This design comes from an exercise in tuning for small area, a short achievable clock period and few clock cycles on the open sky130 flow, not from production work.
Power and IR drop assume default switching activity.

== gamma ==
// sprite_render
module sprite_render (
    input  wire        clk,
    input  wire        rst,
    input  wire        start,
    output wire        busy,
    output reg         done,
    input  wire [2:0]  cfg_grid_w_m1,    
    input  wire [2:0]  cfg_grid_h_m1,    
    input  wire [2:0]  cfg_fb_tx_m1,     
    input  wire [2:0]  cfg_fb_ty_m1,     
    input  wire        cfg_gated,        
    input  wire [10:0] cfg_spr_off,      
    input  wire [10:0] cfg_anim_off,     
    output reg         tbl_re,
    output reg         tbl_we,
    output reg  [10:0] tbl_addr,
    output reg  [7:0]  tbl_wdata,
    input  wire [7:0]  tbl_rdata,
    output reg         def_re,
    output reg  [13:0] def_addr,
    input  wire [7:0]  def_rdata,
    output reg         fb_we,
    output reg  [11:0] fb_addr,
    output reg  [7:0]  fb_wdata
);
export LEC_CHECK = 0
export CAP_MARGIN = 20
export CORE_MARGIN = 2
export CORE_UTILIZATION = 60
export CTS_BUF_LIST = sky130_fd_sc_hd__clkbuf_4 sky130_fd_sc_hd__clkbuf_8
export SETUP_SLACK_MARGIN = 4
export SLEW_MARGIN = 20
create_clock -name core_clock -period 6.5 [get_ports {clk}]
standard.sh (not shown) runs the stock make flow with config.mk's settings and CLKGATE_MAP_FILE= SYNTH_SCRIPT=/design/flow/synth_recipe.tcl, a recipe that flattens the netlist after the stock synthesis.
==> flow/flow/run.sh <==
#!/bin/bash
# Standard layout, with plain buffers (buf_2) on the ports instead of the
# resizer's default choice. Every tool's output goes to flow.log here, and
# ORFS keeps each step's log under orfs/logs/.
set -euo pipefail
export BUFFER_PORTS_ARGS="-buffer_cell sky130_fd_sc_hd__buf_2"
bash standard.sh > flow.log 2>&1
gamma: PASS, flow complete, no timing, DRC or antenna violations
For delta, these inputs were changed with respect to gamma:
diff --git a/flow/design.v b/flow/design.v
--- a/flow/design.v
+++ b/flow/design.v
@@ -75,18 +75,19 @@
     wire [2:0] chi = p_clipx ? ~p_xo : 3'd7;
     wire       row_end  = (cc == p_hi);
     wire       tile_end = row_end && (rr == p_rhi);
     wire       take = rec_valid && (!def_re || tile_end);
     wire [3:0] px = {1'b0, p_xo} + {1'b0, cc};
     wire [3:0] py = p_py;
     wire [2:0] n_xo  = r_k[2:0];
     wire [2:0] n_yo  = r_k[5:3];
-    wire [4:0] r_dy  = {1'b0, p_py} + 5'd1 - {2'b00, n_yo};   
-    wire       r_cov = rec_valid && !r_dy[4] && !r_dy[3] && (n_xo < p_xo);
+    wire [4:0] r_dy  = {1'b0, p_py} - {2'b00, n_yo};
+    wire       r_in  = r_dy[4] ? (r_dy == 5'b11111) : !(r_dy[3] || (r_dy[2] && r_dy[1] && r_dy[0]));
+    wire       r_cov = rec_valid && r_in && (n_xo < p_xo);
     wire [2:0] r_cut = n_xo + ~p_xo;                        
     wire [2:0] hi1   = p_wrap ? chi : (r_cov ? r_cut : 3'd7);
     always @(posedge clk) begin
         if (rst) begin
             busy_r    <= 1'b0;
             done      <= 1'b0;
             tstate    <= T_IDLE;
             tbl_re    <= 1'b0;
Notes after the runs:
Of delta and gamma, gamma shows the lower die area, with delta above it.
Comparing delta and gamma, final critical-path setup slack is higher on gamma.
Delta (delta minus gamma): core occupancy in the finished layout moved up, via count moved up, post-synthesis to final-layout area growth moved up, final RePlAce weighted congestion moved down, final-layout non-clock buffer area share moved up.
Between gamma and delta, wire length on met3 increased.
Function was not checked in any run of this note: the RTL went through the layout flow alone.

Setup of v39:
The RTL this note starts from:
==> flow/design.v <==
module sprite_render (
    input  wire        clk,
    input  wire        rst,
    input  wire        start,
    output wire        busy,
    output reg         done,
    input  wire [2:0]  cfg_grid_w_m1,    
    input  wire [2:0]  cfg_grid_h_m1,    
    input  wire [2:0]  cfg_fb_tx_m1,     
    input  wire [2:0]  cfg_fb_ty_m1,     
    input  wire        cfg_gated,        
    input  wire [10:0] cfg_spr_off,      
    input  wire [10:0] cfg_anim_off,     
    output reg         tbl_re,
    output reg         tbl_we,
    output reg  [10:0] tbl_addr,
    output reg  [7:0]  tbl_wdata,
    input  wire [7:0]  tbl_rdata,
    output reg         def_re,
    output reg  [13:0] def_addr,
    input  wire [7:0]  def_rdata,
    output reg         fb_we,
    output reg  [11:0] fb_addr,
    output reg  [7:0]  fb_wdata
);
    reg busy_r;
    assign busy = busy_r;
    wire accept = start && !busy_r;
    localparam T_IDLE  = 5'd0;
    localparam T_START = 5'd1;    
    localparam T_RA    = 5'd2;    
    localparam T_RS    = 5'd3;    
    localparam T_CD    = 5'd4;    
    localparam T_RN    = 5'd5;    
    localparam T_RK    = 5'd6;    
    localparam T_CK    = 5'd7;    
    localparam T_RSP   = 5'd8;    
    localparam T_RFC   = 5'd9;    
    localparam T_CFC   = 5'd10;   
    localparam T_ADV   = 5'd11;   
    localparam T_WFC   = 5'd12;   
    localparam T_RD    = 5'd13;   
    localparam T_RN2   = 5'd14;   
    localparam T_CN    = 5'd15;   
    localparam T_WE    = 5'd16;   
    reg [4:0]  tstate;
    reg        te_fin;       
    reg [10:0] ea;           
    reg [2:0]  tcol, trow;   
    reg [5:0]  trb;          
    reg        r_gated;      
    reg [9:0]  r_a;          
    reg [7:0]  r_spr;        
    reg [5:0]  r_k;          
    reg        r_ge;         
    reg        rec_valid;    
    wire t_wrap = (tcol == cfg_grid_w_m1);
    wire t_last = t_wrap && (trow == cfg_grid_h_m1);
    wire        t_adv = (tstate == T_WE) && !t_last && !rec_valid;    
    reg  [1:0]  a_step;
    always @* begin
        case (tstate)
            T_RA, T_RN, T_RK, T_RSP: a_step = 2'd1;
            T_WE:                    a_step = {t_adv, 1'b0};
            default:                 a_step = 2'd0;
        endcase
    end
    wire [10:0] a_inc = tbl_addr + {9'd0, a_step};
    reg  [10:0] a_next;
    always @* begin
        case (tstate)
            T_START:      a_next = cfg_spr_off;
            T_RS:         a_next = cfg_anim_off;
            T_CD, T_RD:   a_next = a_d;
            T_CK, T_CN:   a_next = ea;
            T_WFC:        a_next = r_ge ? cfg_anim_off : ea;
            default:      a_next = a_inc;
        endcase
    end
    wire        t_nrow = t_adv && t_wrap;                               
    wire [10:0] a_d   = tbl_addr + {1'b0, r_a} + {10'd0, r_gated && tstate == T_CD};
    wire        fc_ge = (tbl_rdata >= tbl_wdata);
    reg        pe_fin;       
    reg        v1;           
    reg [2:0]  p_xo;         
    reg        p_clipx;
    reg [2:0]  p_rhi;        
    reg [5:0]  p_row;        
    reg        p_last;       
    reg        p_wrap;       
    reg [2:0]  p_hi;         
    reg [3:0]  p_py;         
    reg [11:0] fb_a1;        
    wire [2:0] rr = def_addr[5:3];
    wire [2:0] cc = def_addr[2:0];
    wire [2:0] chi = p_clipx ? ~p_xo : 3'd7;
    wire       row_end  = (cc == p_hi);
    wire       tile_end = row_end && (rr == p_rhi);
    wire       take = rec_valid && (!def_re || tile_end);
    wire [3:0] px = {1'b0, p_xo} + {1'b0, cc};
    wire [3:0] py = p_py;
    wire [2:0] n_xo  = r_k[2:0];
    wire [2:0] n_yo  = r_k[5:3];
    wire [2:0] pl    = p_py[2:0];
    wire       r_in  = p_py[3] ? ({1'b0, pl} + 4'd2 <= {1'b0, n_yo})
                               : (({1'b0, pl} + 4'd1 >= {1'b0, n_yo}) && !(pl == 3'd7 && n_yo == 3'd0));
    wire       r_cov = rec_valid && r_in && (n_xo < p_xo);
    wire [2:0] r_cut = n_xo + ~p_xo;                        
    wire [2:0] hi1   = p_wrap ? chi : (r_cov ? r_cut : 3'd7);
    always @(posedge clk) begin
        if (rst) begin
            busy_r    <= 1'b0;
            done      <= 1'b0;
            tstate    <= T_IDLE;
            tbl_re    <= 1'b0;
            tbl_we    <= 1'b0;
            rec_valid <= 1'b0;
            te_fin    <= 1'b0;
            pe_fin    <= 1'b0;
            def_re    <= 1'b0;
            v1        <= 1'b0;
            fb_we     <= 1'b0;
        end else begin
            done <= 1'b0;
            if (accept) begin
                busy_r <= 1'b1;
                te_fin <= 1'b0;
                pe_fin <= 1'b0;
            end else if (busy_r && te_fin && pe_fin && !def_re && !v1) begin
                busy_r <= 1'b0;
                done   <= 1'b1;
            end
            tbl_re <= 1'b0;
            tbl_we <= 1'b0;
            case (tstate)
                T_IDLE:  if (accept) tstate <= T_START;
                T_START: begin tbl_re <= 1'b1; tstate <= T_RA; end
                T_RA:    begin tbl_re <= 1'b1; tstate <= T_RS; end
                T_RS:    tstate <= T_CD;
                T_CD:    begin tbl_re <= 1'b1; tstate <= r_gated ? T_RK : T_RN; end
                T_RN:    begin tbl_re <= 1'b1; tstate <= T_RK; end
                T_RK: begin
                    if (r_gated) begin
                        tbl_re <= 1'b1;
                        tstate <= T_RSP;
                    end else begin
                        tstate <= T_CK;
                    end
                end
                T_CK:    begin rec_valid <= 1'b1; tbl_we <= 1'b1; tstate <= T_WE; end
                T_RSP:   begin rec_valid <= 1'b1; tbl_re <= 1'b1; tstate <= T_RFC; end
                T_RFC:   tstate <= T_CFC;
                T_CFC:   tstate <= T_ADV;
                T_ADV:   begin tbl_we <= 1'b1; tstate <= T_WFC; end
                T_WFC:   tstate <= r_ge ? T_RD : T_WE;
                T_RD:    begin tbl_re <= 1'b1; tstate <= T_RN2; end
                T_RN2:   tstate <= T_CN;
                T_CN:    begin tbl_we <= 1'b1; tstate <= T_WE; end
                T_WE: begin
                    if (t_last) begin
                        te_fin <= 1'b1;
                        tstate <= T_IDLE;
                    end else if (!rec_valid) begin
                        tbl_re <= 1'b1;
                        tstate <= T_RA;
                    end
                end
                default: tstate <= T_IDLE;
            endcase
            if (take)
                rec_valid <= 1'b0;
            if (take)
                def_re <= 1'b1;
            else if (def_re && tile_end)
                def_re <= 1'b0;
            if (def_re && tile_end && !take && p_last)
                pe_fin <= 1'b1;
            v1    <= def_re;
            fb_we <= v1;
        end
    end
    always @(posedge clk) begin
        case (tstate)
            T_START: begin
                ea       <= cfg_spr_off;
                r_gated  <= cfg_gated;
            end
            T_RS:  r_a <= r_gated ? {tbl_rdata, 2'b00} : {1'b0, tbl_rdata, 1'b0};
            T_CD:  r_spr <= tbl_rdata;
            T_RK:  tbl_wdata <= tbl_rdata;         
            T_CK, T_RSP: begin
                r_k      <= tbl_rdata[5:0];
                r_spr    <= r_spr + {6'd0, tbl_rdata[7:6]};
            end
            T_RFC: tbl_wdata <= tbl_rdata;         
            T_CFC: begin
                r_ge      <= fc_ge;
                tbl_wdata <= tbl_rdata;
            end
            T_ADV: begin
                tbl_wdata <= r_ge ? 8'd0 : tbl_wdata + 8'd1;
            end
            T_CN:  tbl_wdata <= tbl_rdata;
            T_WE:  if (t_adv) ea <= a_inc;
            default: ;
        endcase
        tbl_addr <= a_next;
        if (tstate == T_START) begin
            tcol <= 3'd0;
            trow <= 3'd0;
            trb  <= 6'd0;
        end else begin
            tcol <= t_nrow ? 3'd0 : tcol + {2'd0, t_adv};
            trow <= trow + {2'd0, t_nrow};
            trb  <= trb + (t_nrow ? {3'd0, cfg_fb_tx_m1} + 6'd1 : 6'd0);
        end
        if (take) begin
            def_addr[13:6] <= r_spr;
            p_xo     <= r_k[2:0];
            p_clipx  <= (tcol == cfg_fb_tx_m1);
            p_rhi    <= (trow == cfg_fb_ty_m1) ? ~r_k[5:3] : 3'd7;
            p_last   <= t_last;
            p_wrap   <= t_wrap;
            p_hi     <= (tcol == cfg_fb_tx_m1) ? ~r_k[2:0] : 3'd7;
        end else if (row_end) begin
            p_hi     <= hi1;
        end
        if (take) begin
            def_addr[5:0] <= 6'd0;
            p_py          <= {1'b0, r_k[5:3]};
            p_row         <= trb + {3'd0, tcol};
        end else begin
            def_addr[5:3] <= rr + {2'd0, row_end};
            def_addr[2:0] <= row_end ? 3'd0 : cc + 3'd1;
            p_py          <= p_py + {3'd0, row_end};
            p_row         <= p_row + ((row_end && py[2:0] == 3'd7) ? {3'd0, cfg_fb_tx_m1} + 6'd1 : 6'd0);
        end
        fb_a1    <= {p_row + {5'd0, px[3]}, py[2:0], px[2:0]};
        fb_addr  <= fb_a1;
        fb_wdata <= def_rdata;
    end
endmodule
==> flow/config.mk <==
export PLATFORM = sky130hd
export DESIGN_NAME = sprite_render
export DESIGN_NICKNAME = sprite_render
export VERILOG_FILES = /design/flow/design.v
export SDC_FILE = /design/flow/constraint.sdc
export NUM_CORES = 4
export LEC_CHECK = 0
export CAP_MARGIN = 20
export CORE_MARGIN = 2
export CORE_UTILIZATION = 60
export CTS_BUF_LIST = sky130_fd_sc_hd__clkbuf_4 sky130_fd_sc_hd__clkbuf_8
export SETUP_SLACK_MARGIN = 4
export SLEW_MARGIN = 20
==> flow/constraint.sdc <==
create_clock -name core_clock -period 6.5 [get_ports {clk}]
set_input_delay 1.3000 -clock core_clock [delete_from_list [all_inputs] [get_ports {clk}]]
set_output_delay 1.3000 -clock core_clock [all_outputs]
set_load 0.01 [all_outputs]
Scripts as last shown in full above: flow/flow/run.sh
For v38, these inputs were changed with respect to v39:
--- a/flow/design.v
+++ b/flow/design.v
@@ -55,16 +55,11 @@
     reg        r_ge;         
     reg        rec_valid;    
-    wire t_wrap = (tcol == cfg_grid_w_m1);
-    wire t_last = t_wrap && (trow == cfg_grid_h_m1);
+    reg  t_wrap;             
+    reg  t_last;             
+    reg  t_clipx, t_clipy;   
     wire        t_adv = (tstate == T_WE) && !t_last && !rec_valid;    
-    reg  [1:0]  a_step;
-    always @* begin
-        case (tstate)
-            T_RA, T_RN, T_RK, T_RSP: a_step = 2'd1;
-            T_WE:                    a_step = {t_adv, 1'b0};
-            default:                 a_step = 2'd0;
-        endcase
-    end
-    wire [10:0] a_inc = tbl_addr + {9'd0, a_step};
+    wire        a_step = (tstate == T_RA) || (tstate == T_RN) || (tstate == T_RK) || (tstate == T_RSP);
+    wire [10:0] a_inc  = tbl_addr + {10'd0, a_step};
+    wire [10:0] ea_p2  = {ea[10:1] + 10'd1, ea[0]};                   
     reg  [10:0] a_next;
     always @* begin
@@ -75,8 +70,8 @@
             T_CK, T_CN:   a_next = ea;
             T_WFC:        a_next = r_ge ? cfg_anim_off : ea;
+            T_WE:         a_next = ea_p2;
             default:      a_next = a_inc;
         endcase
     end
-    wire        t_nrow = t_adv && t_wrap;                               
     wire [10:0] a_d   = tbl_addr + {1'b0, r_a} + {10'd0, r_gated && tstate == T_CD};
     wire        fc_ge = (tbl_rdata >= tbl_wdata);
@@ -185,4 +180,7 @@
                 ea       <= cfg_spr_off;
                 r_gated  <= cfg_gated;
+                tcol     <= 3'd0;
+                trow     <= 3'd0;
+                trb      <= 6'd0;
             end
             T_RS:  r_a <= r_gated ? {tbl_rdata, 2'b00} : {1'b0, tbl_rdata, 1'b0};
@@ -202,25 +200,31 @@
             end
             T_CN:  tbl_wdata <= tbl_rdata;
-            T_WE:  if (t_adv) ea <= a_inc;
+            T_WE: begin
+                if (t_adv) begin
+                    ea <= ea_p2;
+                    if (t_wrap) begin
+                        tcol <= 3'd0;
+                        trow <= trow + 3'd1;
+                        trb  <= trb + {3'd0, cfg_fb_tx_m1} + 6'd1;
+                    end else begin
+                        tcol <= tcol + 3'd1;
+                    end
+                end
+            end
             default: ;
         endcase
         tbl_addr <= a_next;
-        if (tstate == T_START) begin
-            tcol <= 3'd0;
-            trow <= 3'd0;
-            trb  <= 6'd0;
-        end else begin
-            tcol <= t_nrow ? 3'd0 : tcol + {2'd0, t_adv};
-            trow <= trow + {2'd0, t_nrow};
-            trb  <= trb + (t_nrow ? {3'd0, cfg_fb_tx_m1} + 6'd1 : 6'd0);
-        end
+        t_wrap  <= (tcol == cfg_grid_w_m1);
+        t_last  <= (tcol == cfg_grid_w_m1) && (trow == cfg_grid_h_m1);
+        t_clipx <= (tcol == cfg_fb_tx_m1);
+        t_clipy <= (trow == cfg_fb_ty_m1);
         if (take) begin
             def_addr[13:6] <= r_spr;
             p_xo     <= r_k[2:0];
-            p_clipx  <= (tcol == cfg_fb_tx_m1);
-            p_rhi    <= (trow == cfg_fb_ty_m1) ? ~r_k[5:3] : 3'd7;
+            p_clipx  <= t_clipx;
+            p_rhi    <= t_clipy ? ~r_k[5:3] : 3'd7;
             p_last   <= t_last;
             p_wrap   <= t_wrap;
-            p_hi     <= (tcol == cfg_fb_tx_m1) ? ~r_k[2:0] : 3'd7;
+            p_hi     <= t_clipx ? ~r_k[2:0] : 3'd7;
         end else if (row_end) begin
             p_hi     <= hi1;
Findings:
v39 has a lower total sequential power than v38. Detailed-routing wirelength on met1 ends up lower on v39. Changes observed in v38 relative to v39: relative area of clock buffers and inverters in the final design increased by 0.57 points relative to the old numbers; die area increased by 340 um2 relative to the old numbers; number of cells traversed by the worst register-to-register path increased by 1 relative to the old numbers. Area growth from synthesis to layout is lower on v38. Going from v39 to v38, share of final-layout standard cells stronger than drive strength 1 lost 6.4 points; power density over the cells shows an increase of about 44%. In terms of average size of a mapped cell, v38 and v39 differ only marginally. Between v38 and v39, power is lower for v39, v38 comes in above that. v38 ended up with a lower design area than v39 did.
No functional check of the RTL was part of any run of this note.

-- port drivers added, routing unchanged --
In the flow no input, the clock included, has a driving cell. The finished layouts below were timed again as built, in two steps.
Step 1 sets driving cells, clkbuf_16 on the clock port and buf_2 on the other inputs (assumed; they add their load-dependent delay and slew).
Step 2 times the ports against the registers' clock, not the clock port: input delays grow and output delays shrink by t, the midpoint of the rising clock arrivals with the driver on.
Three values: ideal, step 1, step 2; two values: the first two.
run	shift t [ns]	setup slack, ns	worst register clock-pin slew, ns	worst slew at a driven data input, ns
gamma	0.496	3.954 / 3.953 / 3.524	0.09 / 0.09	0.05
delta	0.488	3.834 / 3.834 / 3.408	0.09 / 0.09	0.08
v39	0.504	3.683 / 3.678 / 3.174	0.09 / 0.09	0.07
v38	0.506	4.025 / 4.017 / 3.563	0.09 / 0.09	0.05
After both steps setup and hold are still met in every run listed. For v39, which loses most, drivers alone change the setup slack by -0.005 ns; drivers and shift together by -0.509 ns.
